This is an optimization exercise on Yosys and OpenROAD, whose aim is small area, a short achievable clock period and few clock cycles, not a production implementation. At most, simulation tests tie the RTL to the original design; equivalence was not proved. Power is estimated from default activity; no workload was simulated.

## tmc_decoder
module tmc_decoder (
    input  wire         clk,
    input  wire         rst,
    input  wire         in_valid,
    output wire         in_ready,
    input  wire [1:0]   in_op,        
    input  wire         in_clk,
    input  wire         in_dat,
    input  wire         in_stb,
    input  wire         cfg_clk_present,
    input  wire         cfg_dat_present,
    input  wire         cfg_stb_present,
    input  wire [31:0]  cfg_samplerate,
    input  wire [1:0]   cfg_radix,
    output wire         out_valid,
    input  wire         out_ready,
    output reg  [3:0]   out_kind,
    output reg  [15:0]  out_ss,
    output reg  [15:0]  out_es,
    output reg  [7:0]   out_val,
    output reg  [3:0]   out_nbits,
    output reg  [263:0] out_blist,    
    output reg  [47:0]  out_rate,
    output wire [1:0]   status_err,
    output wire [1:0]   out_radix
);
Size: about 370 flip-flops, roughly 410 I/O pins, roughly 20000 sq um of cells after synthesis.
==> flow/config.mk <==
export PLATFORM = sky130hd
export DESIGN_NAME = tmc_decoder
export DESIGN_NICKNAME = tmc_decoder
export VERILOG_FILES = /design/flow/design.v
export SDC_FILE = /design/flow/constraint.sdc
export NUM_CORES = 4
export LEC_CHECK = 0
export CAP_MARGIN = 20
export CORE_MARGIN = 2
export CORE_UTILIZATION = 40
export SETUP_SLACK_MARGIN = 4.5
export SLEW_MARGIN = 20
==> flow/constraint.sdc <==
create_clock -name core_clock -period 8.0 [get_ports {clk}]
set_input_delay 1.6000 -clock core_clock [delete_from_list [all_inputs] [get_ports {clk}]]
set_output_delay 1.6000 -clock core_clock [all_outputs]
set_load 0.01 [all_outputs]
standard.sh (not shown) runs the stock make flow with config.mk's settings and CLKGATE_MAP_FILE= SYNTH_SCRIPT=/design/flow/synth_recipe.tcl, a recipe that flattens the netlist after the stock synthesis.
==> flow/flow/run.sh <==
#!/bin/bash
export BUFFER_PORTS_ARGS="-buffer_cell sky130_fd_sc_hd__buf_1"
export CTS_ARGS="-sink_clustering_enable -repair_clock_nets -dont_use_dummy_load -buf_list {sky130_fd_sc_hd__clkbuf_4 sky130_fd_sc_hd__clkbuf_8}"
bash standard.sh > standard.log 2>&1
Rerun with:
- CORE_UTILIZATION: 40 -> 55
After rerunning:
- clock-buffer cell count went down by 7
- sequential power stays flat
- wire length went down by 4.3%
No functional check of the RTL was part of any run of this note.

job 5159:
Another version of the RTL of tmc_decoder (not shown whole).
Size: roughly 1,800 cells after synthesis, about 370 flip-flops, about 410 I/O pins, ~0.018 mm2 of cells after synthesis.
==> flow/design.v (excerpt) <==
module tmc_decoder (
    input  wire         clk,
    input  wire         rst,
    input  wire         in_valid,
    output wire         in_ready,
    input  wire [1:0]   in_op,        
    input  wire         in_clk,
    input  wire         in_dat,
    input  wire         in_stb,
    input  wire         cfg_clk_present,
    input  wire         cfg_dat_present,
    input  wire         cfg_stb_present,
    input  wire [31:0]  cfg_samplerate,
    input  wire [1:0]   cfg_radix,
    output wire         out_valid,
    input  wire         out_ready,
    output reg  [3:0]   out_kind,
    output reg  [15:0]  out_ss,
    output reg  [15:0]  out_es,
    output reg  [7:0]   out_val,
    output reg  [3:0]   out_nbits,
    output reg  [263:0] out_blist,    
    output reg  [47:0]  out_rate,
    output wire [1:0]   status_err,
    output wire [1:0]   out_radix
);
export LEC_CHECK = 0
export CAP_MARGIN = 20
export CORE_MARGIN = 2
export CORE_UTILIZATION = 70
export SETUP_SLACK_MARGIN = 4.5
export SLEW_MARGIN = 20
create_clock -name core_clock -period 8.0 [get_ports {clk}]
==> flow/flow/run.sh <==
#!/bin/bash
export BUFFER_PORTS_ARGS="-buffer_cell sky130_fd_sc_hd__buf_1"
export CTS_ARGS="-sink_clustering_enable -repair_clock_nets -dont_use_dummy_load -sink_clustering_size 20 -sink_clustering_max_diameter 80 -buf_list {sky130_fd_sc_hd__clkbuf_8 sky130_fd_sc_hd__clkbuf_16}"
bash standard.sh > standard.log 2>&1
Job 5159 completed every stage of the flow, and the final layout passed the timing, DRC and antenna checks.
Testbench counts of job 5159, summed over its fixed seeds: cycles 70,746.
#### Input delta (job 7327 over job 5159)
Settings: CORE_UTILIZATION: 70 -> 65; SETUP_SLACK_MARGIN: 4.5 -> 4.6.
==> summary.txt <==
- The final layout from job 7327, which completed every stage, passed the timing, DRC and antenna checks at the end of the flow.
- On register area, job 7327 and job 5159 are neck and neck.
- Higher global-route wire length before repair among job 7327 and job 5159: job 5159
- Sort job 7327 and job 5159 by number of antenna violations at the first check in global routing, ascending, and job 5159 comes first.
- Worst setup path endpoint = ssn[0][14]$_DFFE_PP_: job 7327; worst setup path endpoint = out_es[15]: job 5159
- Number of vias per cell: job 7327 vs job 5159 down 5.3%
- Sequential share of layout area: job 7327 vs job 5159, no meaningful difference
- Job 7327 vs job 5159, master of the slowest instance on the critical path: sky130_fd_sc_hd__nor4_2 vs sky130_fd_sc_hd__dfxtp_1
- Setup slack in job 7327 is larger than in job 5159.
The following lists how job 4926 was set up differently from job 7327:
Settings: swapping 4.6 for 4.9 in SETUP_SLACK_MARGIN.
Findings:
- Job 4926 against job 7327: via count +about 6.5%; number of gates on the worst path with buffers counted fell 3.
- Comparing job 4926 and job 7327, the lower maximum frequency was measured on job 7327.
- Delta (job 4926 minus job 7327): headroom to the max-slew limit dropped 9.2 points; number of antenna violations at the first check in global routing moved up; design area moved up.
- Global placer's final weighted congestion | job 4926 above job 7327
- As of job 4926, routed length per placed instance had risen by a little under 10% compared to job 7327.
- In the flow results for job 4926 and job 7327, the final cycle utilization of the critical path is larger on job 7327.
- Job 7327 → job 4926: non-clock buffer count grew by 53, worst setup slack before clock tree synthesis grew by 360 ps.

Another version of the RTL of tmc_decoder (not shown whole).
Size in the first run: ~370 flip-flops, roughly 410 I/O pins.
==> flow/design.v (excerpt) <==
module tmc_decoder (
    input  wire         clk,
    input  wire         rst,
    input  wire         in_valid,
    output wire         in_ready,
    input  wire [1:0]   in_op,        
    input  wire         in_clk,
    input  wire         in_dat,
    input  wire         in_stb,
    input  wire         cfg_clk_present,
    input  wire         cfg_dat_present,
    input  wire         cfg_stb_present,
    input  wire [31:0]  cfg_samplerate,
    input  wire [1:0]   cfg_radix,
    output wire         out_valid,
    input  wire         out_ready,
    output reg  [3:0]   out_kind,
    output reg  [15:0]  out_ss,
    output reg  [15:0]  out_es,
    output reg  [7:0]   out_val,
    output reg  [3:0]   out_nbits,
    output reg  [263:0] out_blist,    
    output reg  [47:0]  out_rate,
    output wire [1:0]   status_err,
    output wire [1:0]   out_radix
);
clock: 8.0 ns
lec_check: 0
cap_margin: 20
core_margin: 2
core_utilization: 40
setup_slack_margin: 4.5
slew_margin: 20
==> flow/flow/run.sh <==
#!/bin/bash
export BUFFER_PORTS_ARGS="-buffer_cell sky130_fd_sc_hd__buf_1"
export CTS_ARGS="-sink_clustering_enable -repair_clock_nets -dont_use_dummy_load -buf_list {sky130_fd_sc_hd__clkbuf_4 sky130_fd_sc_hd__clkbuf_8}"
bash standard.sh > standard.log 2>&1
Testbench counts at the start, summed over its fixed seeds: cycles 70,566.
Next try:
Settings changed: CORE_UTILIZATION 40 to 55.
The changed run completed without violations; power fell by 1.9%; wire length goes down by 4.8%; utilization went up by 17 points; critical path depth went down by 7; worst setup slack gets worse by 0.012 ns; via count drops by 1.2%; final cell count drops by 7.1%; flip-flop and latch count stays the same; first-iteration DRC count falls by 2.9%; die area shrinks by 27%; maximum frequency went down by 0.34%.
Next try:
Settings changed: CORE_UTILIZATION 55 to 40, SETUP_SLACK_MARGIN 4.5 to 4.4.
After rerunning: The new run passed the timing, DRC and antenna checks; via count is about the same; clock-buffer cell count rises by 5; sequential cell count is unchanged; final cell count came out higher by a little under a tenth; cell area rose slightly; worst hold slack loses 0.0032 ns.
Next try:
Settings changed: SETUP_SLACK_MARGIN 4.4 to 4.7.
Outcome:
- register-to-register slack improved by 0.17 ns
- final cell count came out higher by 2.0%
- clock power hardly moves
- cell area came out higher by 5.7%

==> static timing again, ports no longer ideal <==
No port has a modelled driver above. Below, the same layouts with a new extraction and two added sets of constraints. Step 1 sets driving cells, clkbuf_16 on the clock port and buf_2 on the other inputs (assumed; they add their load-dependent delay and slew). Step 2 also shifts input and output timing later by t, the mid clock arrival at the registers, as if the neighbouring blocks saw the same clock. a / b / c = ideal ports / drivers / drivers and shift; a / b = the first two.
run | shift t [ns] | slack for setup (ns) | worst hold slack (ns) | clock arrival spread, ns | slew at the worst register clock pin (ns)
the first run of note 1 | 0.672 | 4.481 / 4.427 / 3.900 | 0.460 / 0.460 / 0.460 | 0.074 / 0.075 | 0.06 / 0.06
the second run of note 1 | 0.690 | 4.524 / 4.465 / 3.959 | 0.458 / 0.458 / 0.458 | 0.035 / 0.036 | 0.06 / 0.06
job 5159 | 0.568 | 4.524 / 4.469 / 4.077 | 0.417 / 0.417 / 0.417 | 0.068 / 0.067 | 0.09 / 0.09
job 7327 | 0.576 | 4.582 / 4.558 / 4.008 | 0.449 / 0.449 / 0.449 | 0.016 / 0.016 | 0.09 / 0.09
job 4926 | 0.579 | 4.707 / 4.651 / 4.300 | 0.451 / 0.451 / 0.451 | 0.036 / 0.035 | 0.09 / 0.09
the first run of note 3 | 0.667 | 4.520 / 4.473 / 3.888 | 0.448 / 0.448 / 0.448 | 0.062 / 0.062 | 0.06 / 0.06
the second run of note 3 | 0.688 | 4.508 / 4.454 / 3.851 | 0.456 / 0.456 / 0.456 | 0.079 / 0.079 | 0.06 / 0.06
the third run of note 3 | 0.671 | 4.446 / 4.391 / 3.805 | 0.453 / 0.453 / 0.453 | 0.075 / 0.075 | 0.06 / 0.06
the fourth run of note 3 | 0.660 | 4.522 / 4.464 / 4.063 | 0.445 / 0.445 / 0.445 | 0.059 / 0.059 | 0.06 / 0.06
After both steps setup and hold are still met in every run listed. For the second run of note 3, which loses most, drivers alone change the setup slack by -0.054 ns; drivers and shift together by -0.657 ns.
